Context: an optimization exercise on an open-source flow, tuned for small area, a short achievable clock period and few clock cycles. The choices shown serve that exercise and are no tape-out recipe. Function was checked by simulation only, so behaviour that the tests miss may differ from the original.

==> build 19: inputs <==
## thermy_ck8
module thermy_ck8 #(
    parameter WMAX = 32,
    parameter AW   = 5,
    parameter [7:0] PRE0 = 8'h51,
    parameter [7:0] PRE1 = 8'h78
) (
    input  wire        clk,
    input  wire        rst,
    input  wire        cmd_valid,
    output wire        cmd_ready,
    input  wire [31:0] cmd_data,
    output reg  [31:0] res,
    output reg         res_valid,
    output wire        out_valid,
    input  wire        out_ready,
    output wire [7:0]  out_data
);
    localparam [2:0] E_ILL = 3'd1, E_ENC = 3'd2, E_CFG = 3'd3, E_SEQ = 3'd4;
    localparam [7:0] OP_NOP = 8'h00, OP_SETCTRL = 8'h01, OP_SETW = 8'h02,
                     OP_SETA = 8'h03, OP_RDREG = 8'h04, OP_CLRERR = 8'h05,
                     OP_RSTRAS = 8'h06, OP_CKCLR = 8'h10, OP_CKUPD = 8'h11,
                     OP_CKRD = 8'h12, OP_FRBT = 8'h20, OP_FRBR = 8'h21,
                     OP_FRPUT = 8'h22, OP_FRI2B = 8'h23, OP_REVB = 8'h24,
                     OP_FCCLR = 8'h30, OP_FCPUT = 8'h31, OP_DQPIX = 8'h40,
                     OP_BPPIX = 8'h50;
    localparam [2:0] FC_IDLE = 3'd0, FC_BUSY = 3'd1, FC_OK = 3'd2, FC_BADPRE = 3'd3,
                     FC_BADTYPE = 3'd4, FC_BADCK = 3'd5, FC_BADTERM = 3'd6;
    localparam [3:0] P_P0 = 4'd0, P_P1 = 4'd1, P_CMD = 4'd2, P_TYPE = 4'd3,
  ...
Settings: LEC_CHECK=0, CAP_MARGIN=20, CORE_MARGIN=2, CORE_UTILIZATION=30, CTS_CLUSTER_DIAMETER=150, CTS_CLUSTER_SIZE=20, PLACE_DENSITY=0.45, SLEW_MARGIN=20; clock period 20.0 ns.
run.sh (not shown) runs the stock make flow with config.mk's settings and CLKGATE_MAP_FILE= SYNTH_SCRIPT=/design/flow/synth_recipe.tcl, a recipe that flattens the netlist after the stock synthesis.
==> build 32 (differences from build 19) <==
--- a/flow/design.v
+++ b/flow/design.v
@@ -670,11 +670,11 @@
     wire       i2b_cont = (i2b_j != 4'd0);
     wire ignored = (errcode != 3'd0) && (op != OP_RDREG) && (op != OP_CLRERR) && !i2b_cont;
     wire ok      = i2b_cont || (!ignored && err == 3'd0);
     reg v1, v3, v4, v5, v6, v7;
     wire pp_empty = !(v1 | v3 | v4 | v5 | v6 | v7);
-    localparam TQD = 3;
+    localparam TQD = 4;
     reg [TQD-1:0] q_v;
     reg           tp_v;         
     reg  [1:0]    q_wr;
     wire q_full  = &(q_v | ({{(TQD-1){1'b0}}, tp_v} << q_wr));
     wire q_empty = !(|q_v) && !tp_v;
@@ -923,12 +923,12 @@
     integer qi;
     always @(*) begin
         found = 1'b0;
         fsel  = {TQD{1'b0}};
         for (qi = 0; qi < TQD; qi = qi + 1)
-            if (!found && unf[({1'b0,q_rd} + qi) % TQD]) begin
-                fsel[({1'b0,q_rd} + qi) % TQD] = 1'b1;
+            if (!found && unf[(q_rd + qi) % TQD]) begin
+                fsel[(q_rd + qi) % TQD] = 1'b1;
                 found = 1'b1;
             end
     end
     integer qk;
     always @(posedge clk) begin
@@ -956,13 +956,13 @@
             for (qk = 0; qk < TQD; qk = qk + 1)
                 if (tp_v && q_wr == qk)
                     q_v[qk] <= 1'b1;
                 else if (e_pop && q_rd == qk)
                     q_v[qk] <= 1'b0;
-            if (tp_v) q_wr <= (q_wr == 2'd2) ? 2'd0 : q_wr + 2'd1;
+            if (tp_v) q_wr <= q_wr + 2'd1;
             tp_v <= t_push;
-            if (e_pop)  q_rd <= (q_rd == 2'd2) ? 2'd0 : q_rd + 2'd1;
+            if (e_pop)  q_rd <= q_rd + 2'd1;
             if (e_go) begin
                 if (ph == 2'd0) begin
                     if (h_hdr) begin
                         frcrc <= 8'd0;
                         if (hj == 3'd5) begin
@@ -984,12 +984,10 @@
             else if (e_pop && h_hdr)
                 hdr_busy <= 1'b0;
         end
         if (x_ok && is_fr)
             hdr_hi <= c[23:16];
-        rq_rev <= (op == OP_REVB);
-        rq_b   <= (op == OP_CKRD) ? 8'h04 : b8;
         tp_hdr <= t_hdr; tp_close <= t_close; tp_route <= t_route;
         tp_rev <= t_rev; tp_fill <= t_fill; tp_byte <= t_byte;
     end
     wire load_cin = !cin_v || done;
     wire acc      = cmd_valid && rdy;
@@ -1092,16 +1090,16 @@
                 OP_RSTRAS: begin
                     kb <= 3'd0;
                     bpacc <= 8'd0;
                 end
                 OP_SETA:   alpha <= b8;
-                OP_RDREG:  rq_v <= 1'b1;
+                OP_RDREG:  begin rq_v <= 1'b1; rq_rev <= 1'b0; rq_b <= b8; end
                 OP_CLRERR: errcode <= 3'd0;
                 OP_CKCLR:  ckcrc <= 8'd0;
                 OP_CKUPD:  ckcrc <= ck_next;
-                OP_CKRD:   rq_v <= 1'b1;
-                OP_REVB:   rq_v <= 1'b1;
+                OP_CKRD:   begin rq_v <= 1'b1; rq_rev <= 1'b0; rq_b <= 8'h04; end
+                OP_REVB:   begin rq_v <= 1'b1; rq_rev <= 1'b1; rq_b <= b8; end
                 OP_FRBT, OP_FRBR: begin
                     frcmd  <= b8;
                     frtype <= op[0];
                     frrem  <= c[23:8];
                 end
==> flow/flow/run.sh (new file) <==
#!/bin/bash
set -euo pipefail
bash standard.sh SETUP_SLACK_MARGIN=14.6 SKIP_GATE_CLONING=1 \
    "BUFFER_PORTS_ARGS=-buffer_cell sky130_fd_sc_hd__buf_4" finish > standard_make.log 2>&1
==> flow/standard.sh (new file) <==
#!/bin/bash
# synth_recipe.tcl (not shown) runs the flow's synth.tcl, then flattens the netlist and writes it again
# the make line also repeats each setting of config.mk as NAME=value (left out here)
make -C /OpenROAD-flow-scripts/flow DESIGN_CONFIG=/design/flow/config.mk WORK_HOME=/design/flow/orfs CLKGATE_MAP_FILE= SYNTH_SCRIPT=/design/flow/synth_recipe.tcl "${@:-finish}"
Settings changed: ABC_AREA set to 1, CORE_UTILIZATION 30 to 20, PLACE_DENSITY 0.45 to 0.3.
removed: flow/run.sh
==> build 54 (differences from build 19) <==
--- a/flow/design.v
+++ b/flow/design.v
@@ -670,11 +670,11 @@
     wire       i2b_cont = (i2b_j != 4'd0);
     wire ignored = (errcode != 3'd0) && (op != OP_RDREG) && (op != OP_CLRERR) && !i2b_cont;
     wire ok      = i2b_cont || (!ignored && err == 3'd0);
     reg v1, v3, v4, v5, v6, v7;
     wire pp_empty = !(v1 | v3 | v4 | v5 | v6 | v7);
-    localparam TQD = 3;
+    localparam TQD = 4;
     reg [TQD-1:0] q_v;
     reg           tp_v;         
     reg  [1:0]    q_wr;
     wire q_full  = &(q_v | ({{(TQD-1){1'b0}}, tp_v} << q_wr));
     wire q_empty = !(|q_v) && !tp_v;
@@ -923,12 +923,12 @@
     integer qi;
     always @(*) begin
         found = 1'b0;
         fsel  = {TQD{1'b0}};
         for (qi = 0; qi < TQD; qi = qi + 1)
-            if (!found && unf[({1'b0,q_rd} + qi) % TQD]) begin
-                fsel[({1'b0,q_rd} + qi) % TQD] = 1'b1;
+            if (!found && unf[(q_rd + qi) % TQD]) begin
+                fsel[(q_rd + qi) % TQD] = 1'b1;
                 found = 1'b1;
             end
     end
     integer qk;
     always @(posedge clk) begin
@@ -956,13 +956,13 @@
             for (qk = 0; qk < TQD; qk = qk + 1)
                 if (tp_v && q_wr == qk)
                     q_v[qk] <= 1'b1;
                 else if (e_pop && q_rd == qk)
                     q_v[qk] <= 1'b0;
-            if (tp_v) q_wr <= (q_wr == 2'd2) ? 2'd0 : q_wr + 2'd1;
+            if (tp_v) q_wr <= q_wr + 2'd1;
             tp_v <= t_push;
-            if (e_pop)  q_rd <= (q_rd == 2'd2) ? 2'd0 : q_rd + 2'd1;
+            if (e_pop)  q_rd <= q_rd + 2'd1;
             if (e_go) begin
                 if (ph == 2'd0) begin
                     if (h_hdr) begin
                         frcrc <= 8'd0;
                         if (hj == 3'd5) begin
@@ -984,12 +984,10 @@
             else if (e_pop && h_hdr)
                 hdr_busy <= 1'b0;
         end
         if (x_ok && is_fr)
             hdr_hi <= c[23:16];
-        rq_rev <= (op == OP_REVB);
-        rq_b   <= (op == OP_CKRD) ? 8'h04 : b8;
         tp_hdr <= t_hdr; tp_close <= t_close; tp_route <= t_route;
         tp_rev <= t_rev; tp_fill <= t_fill; tp_byte <= t_byte;
     end
     wire load_cin = !cin_v || done;
     wire acc      = cmd_valid && rdy;
@@ -1092,16 +1090,16 @@
                 OP_RSTRAS: begin
                     kb <= 3'd0;
                     bpacc <= 8'd0;
                 end
                 OP_SETA:   alpha <= b8;
-                OP_RDREG:  rq_v <= 1'b1;
+                OP_RDREG:  begin rq_v <= 1'b1; rq_rev <= 1'b0; rq_b <= b8; end
                 OP_CLRERR: errcode <= 3'd0;
                 OP_CKCLR:  ckcrc <= 8'd0;
                 OP_CKUPD:  ckcrc <= ck_next;
-                OP_CKRD:   rq_v <= 1'b1;
-                OP_REVB:   rq_v <= 1'b1;
+                OP_CKRD:   begin rq_v <= 1'b1; rq_rev <= 1'b0; rq_b <= 8'h04; end
+                OP_REVB:   begin rq_v <= 1'b1; rq_rev <= 1'b1; rq_b <= b8; end
                 OP_FRBT, OP_FRBR: begin
                     frcmd  <= b8;
                     frtype <= op[0];
                     frrem  <= c[23:8];
                 end
==> flow/flow/run.sh (new file) <==
#!/bin/bash
set -euo pipefail
bash standard.sh SETUP_SLACK_MARGIN=14.6 SKIP_GATE_CLONING=1 \
    "BUFFER_PORTS_ARGS=-buffer_cell sky130_fd_sc_hd__buf_4" finish > standard_make.log 2>&1
==> flow/standard.sh (new file) <==
#!/bin/bash
# synth_recipe.tcl (not shown) runs the flow's synth.tcl, then flattens the netlist and writes it again
# the make line also repeats each setting of config.mk as NAME=value (left out here)
make -C /OpenROAD-flow-scripts/flow DESIGN_CONFIG=/design/flow/config.mk WORK_HOME=/design/flow/orfs CLKGATE_MAP_FILE= SYNTH_SCRIPT=/design/flow/synth_recipe.tcl "${@:-finish}"
Settings changed: CORE_UTILIZATION 30 to 20, PLACE_DENSITY 0.45 to 0.3.
removed: flow/run.sh
==> build 67 (differences from build 19) <==
--- a/flow/design.v
+++ b/flow/design.v
@@ -670,11 +670,11 @@
     wire       i2b_cont = (i2b_j != 4'd0);
     wire ignored = (errcode != 3'd0) && (op != OP_RDREG) && (op != OP_CLRERR) && !i2b_cont;
     wire ok      = i2b_cont || (!ignored && err == 3'd0);
     reg v1, v3, v4, v5, v6, v7;
     wire pp_empty = !(v1 | v3 | v4 | v5 | v6 | v7);
-    localparam TQD = 3;
+    localparam TQD = 4;
     reg [TQD-1:0] q_v;
     reg           tp_v;         
     reg  [1:0]    q_wr;
     wire q_full  = &(q_v | ({{(TQD-1){1'b0}}, tp_v} << q_wr));
     wire q_empty = !(|q_v) && !tp_v;
@@ -741,11 +741,11 @@
     always @(*) begin
         t_push = 1'b0; t_hdr = 1'b0; t_close = 1'b0; t_route = 1'b1;
         t_rev = 1'b0; t_fill = 1'b1; t_byte = b8; oc_inc = 4'd0; fr_dec = 1'b0;
         if (x_ok) begin
             if (is_fr) begin
-                t_push = 1'b1; t_hdr = 1'b1; t_byte = c[15:8];
+                t_push = 1'b1; t_hdr = 1'b1;
                 t_close = (c[23:8] == 16'd0);
                 oc_inc = t_close ? 4'd8 : 4'd6;
             end else if (op == OP_FRPUT) begin
                 t_push = 1'b1; t_close = frem1; fr_dec = 1'b1;
                 oc_inc = frem1 ? 4'd3 : 4'd1;
@@ -882,11 +882,11 @@
     reg [TQD-1:0] q_hdr, q_cl, q_rt, q_rv, q_fl;
     reg [7:0]     q_b [0:TQD-1];
     reg [1:0]     q_rd;
     reg           tp_hdr, tp_close, tp_route, tp_rev, tp_fill;
     reg [7:0]     tp_byte;
-    reg [7:0]     hdr_hi;       
+    reg [15:0]    hdr_len;
     reg  [2:0] hj;
     reg  [1:0] ph;                
     wire       prod_ok;
     wire       h_v   = q_v[q_rd];
     wire       h_hdr = q_hdr[q_rd];
@@ -901,12 +901,12 @@
         case (hj)
             3'd0: hdr_byte = PRE0;
             3'd1: hdr_byte = PRE1;
             3'd2: hdr_byte = frcmd;
             3'd3: hdr_byte = {7'd0, frtype};
-            3'd4: hdr_byte = hb;
-            default: hdr_byte = hdr_hi;
+            3'd4: hdr_byte = hdr_len[7:0];
+            default: hdr_byte = hdr_len[15:8];
         endcase
     end
     wire [7:0] hb_rv  = {hb[0], hb[1], hb[2], hb[3], hb[4], hb[5], hb[6], hb[7]};
     wire [7:0] e_data = h_hdr ? hdr_byte : (h_rv ? hb_rv : hb);
     wire [7:0] e_byte = (ph == 2'd1) ? frcrc : (ph == 2'd2) ? 8'hFF : e_data;
@@ -923,12 +923,12 @@
     integer qi;
     always @(*) begin
         found = 1'b0;
         fsel  = {TQD{1'b0}};
         for (qi = 0; qi < TQD; qi = qi + 1)
-            if (!found && unf[({1'b0,q_rd} + qi) % TQD]) begin
-                fsel[({1'b0,q_rd} + qi) % TQD] = 1'b1;
+            if (!found && unf[(q_rd + qi) % TQD]) begin
+                fsel[(q_rd + qi) % TQD] = 1'b1;
                 found = 1'b1;
             end
     end
     integer qk;
     always @(posedge clk) begin
@@ -956,13 +956,13 @@
             for (qk = 0; qk < TQD; qk = qk + 1)
                 if (tp_v && q_wr == qk)
                     q_v[qk] <= 1'b1;
                 else if (e_pop && q_rd == qk)
                     q_v[qk] <= 1'b0;
-            if (tp_v) q_wr <= (q_wr == 2'd2) ? 2'd0 : q_wr + 2'd1;
+            if (tp_v) q_wr <= q_wr + 2'd1;
             tp_v <= t_push;
-            if (e_pop)  q_rd <= (q_rd == 2'd2) ? 2'd0 : q_rd + 2'd1;
+            if (e_pop)  q_rd <= q_rd + 2'd1;
             if (e_go) begin
                 if (ph == 2'd0) begin
                     if (h_hdr) begin
                         frcrc <= 8'd0;
                         if (hj == 3'd5) begin
@@ -983,13 +983,11 @@
                 hdr_busy <= 1'b1;
             else if (e_pop && h_hdr)
                 hdr_busy <= 1'b0;
         end
         if (x_ok && is_fr)
-            hdr_hi <= c[23:16];
-        rq_rev <= (op == OP_REVB);
-        rq_b   <= (op == OP_CKRD) ? 8'h04 : b8;
+            hdr_len <= c[23:8];
         tp_hdr <= t_hdr; tp_close <= t_close; tp_route <= t_route;
         tp_rev <= t_rev; tp_fill <= t_fill; tp_byte <= t_byte;
     end
     wire load_cin = !cin_v || done;
     wire acc      = cmd_valid && rdy;
@@ -1092,16 +1090,16 @@
                 OP_RSTRAS: begin
                     kb <= 3'd0;
                     bpacc <= 8'd0;
                 end
                 OP_SETA:   alpha <= b8;
-                OP_RDREG:  rq_v <= 1'b1;
+                OP_RDREG:  begin rq_v <= 1'b1; rq_rev <= 1'b0; rq_b <= b8; end
                 OP_CLRERR: errcode <= 3'd0;
                 OP_CKCLR:  ckcrc <= 8'd0;
                 OP_CKUPD:  ckcrc <= ck_next;
-                OP_CKRD:   rq_v <= 1'b1;
-                OP_REVB:   rq_v <= 1'b1;
+                OP_CKRD:   begin rq_v <= 1'b1; rq_rev <= 1'b0; rq_b <= 8'h04; end
+                OP_REVB:   begin rq_v <= 1'b1; rq_rev <= 1'b1; rq_b <= b8; end
                 OP_FRBT, OP_FRBR: begin
                     frcmd  <= b8;
                     frtype <= op[0];
                     frrem  <= c[23:8];
                 end
==> flow/flow/run.sh (new file) <==
#!/bin/bash
set -euo pipefail
bash standard.sh SETUP_SLACK_MARGIN=14.4 SKIP_GATE_CLONING=1 \
    "BUFFER_PORTS_ARGS=-buffer_cell sky130_fd_sc_hd__buf_4" finish > standard_make.log 2>&1
==> flow/standard.sh (new file) <==
#!/bin/bash
# synth_recipe.tcl (not shown) runs the flow's synth.tcl, then flattens the netlist and writes it again
# the make line also repeats each setting of config.mk as NAME=value (left out here)
make -C /OpenROAD-flow-scripts/flow DESIGN_CONFIG=/design/flow/config.mk WORK_HOME=/design/flow/orfs CLKGATE_MAP_FILE= SYNTH_SCRIPT=/design/flow/synth_recipe.tcl "${@:-finish}"
Settings changed: CORE_UTILIZATION 30 to 50, CTS_CLUSTER_DIAMETER 150 to unset, CTS_CLUSTER_SIZE 20 to unset, PLACE_DENSITY 0.45 to 0.6.
removed: flow/run.sh
==> notes <==
Sequential share of layout area: build 19 > build 67 > build 54 > build 32. Global-route usage: build 54 < build 32 < build 19 < build 67. Clock-buffer cell count: build 19 < build 54 < build 32 < build 67. Register-to-register slack: build 32 > build 54 > build 67 > build 19. Between build 32 and build 67, the lower worst hold slack is in build 67 (gap 0.0030 ns). Via count: build 54 < build 19 < build 67 < build 32. Against build 54, the worst setup slack of build 19 is worse by 1.3 ns.
Testbench counts of build 19, summed over its fixed seeds: cycles 10,584.
Testbench counts of build 32, summed over its fixed seeds: cycles 10,576.
Testbench counts of build 54, summed over its fixed seeds: cycles 10,576.
Testbench counts of build 67, summed over its fixed seeds: cycles 10,576.

## static timing again, ports no longer ideal
In the flow no input, the clock included, has a driving cell. The finished layouts below were timed again as built, in two steps.
Step 1 assumes that a clkbuf_16 drives the clock port and a buf_2 every other input.
Step 2 moves the port delays by t, midway between the first and last clock arrival at a register: inputs arrive t later, outputs are due t later. That takes back most of the time a late clock gives input paths.
Slacks: no drivers / after step 1 / after step 2; pairs: no drivers / after step 1.
run	t (ns)	slack for setup (ns)	worst hold slack (ns)	worst setup path at the end	worst data-port slew with drivers (ns)
build 19	0.728	13.347 / 13.347 / 13.347	0.322 / 0.322 / 0.322	register to register	0.06
build 32	0.802	14.512 / 14.428 / 14.062	0.327 / 0.327 / 0.327	input to register	0.10
build 54	0.795	14.676 / 14.587 / 14.092	0.316 / 0.316 / 0.316	input to register	0.06
build 67	0.751	14.430 / 14.430 / 14.158	0.323 / 0.323 / 0.323	input to register	0.06
After both steps setup and hold are still met in every run listed. The setup slack of build 54, which loses most, moves by -0.089 ns with the drivers and by -0.584 ns with both steps.
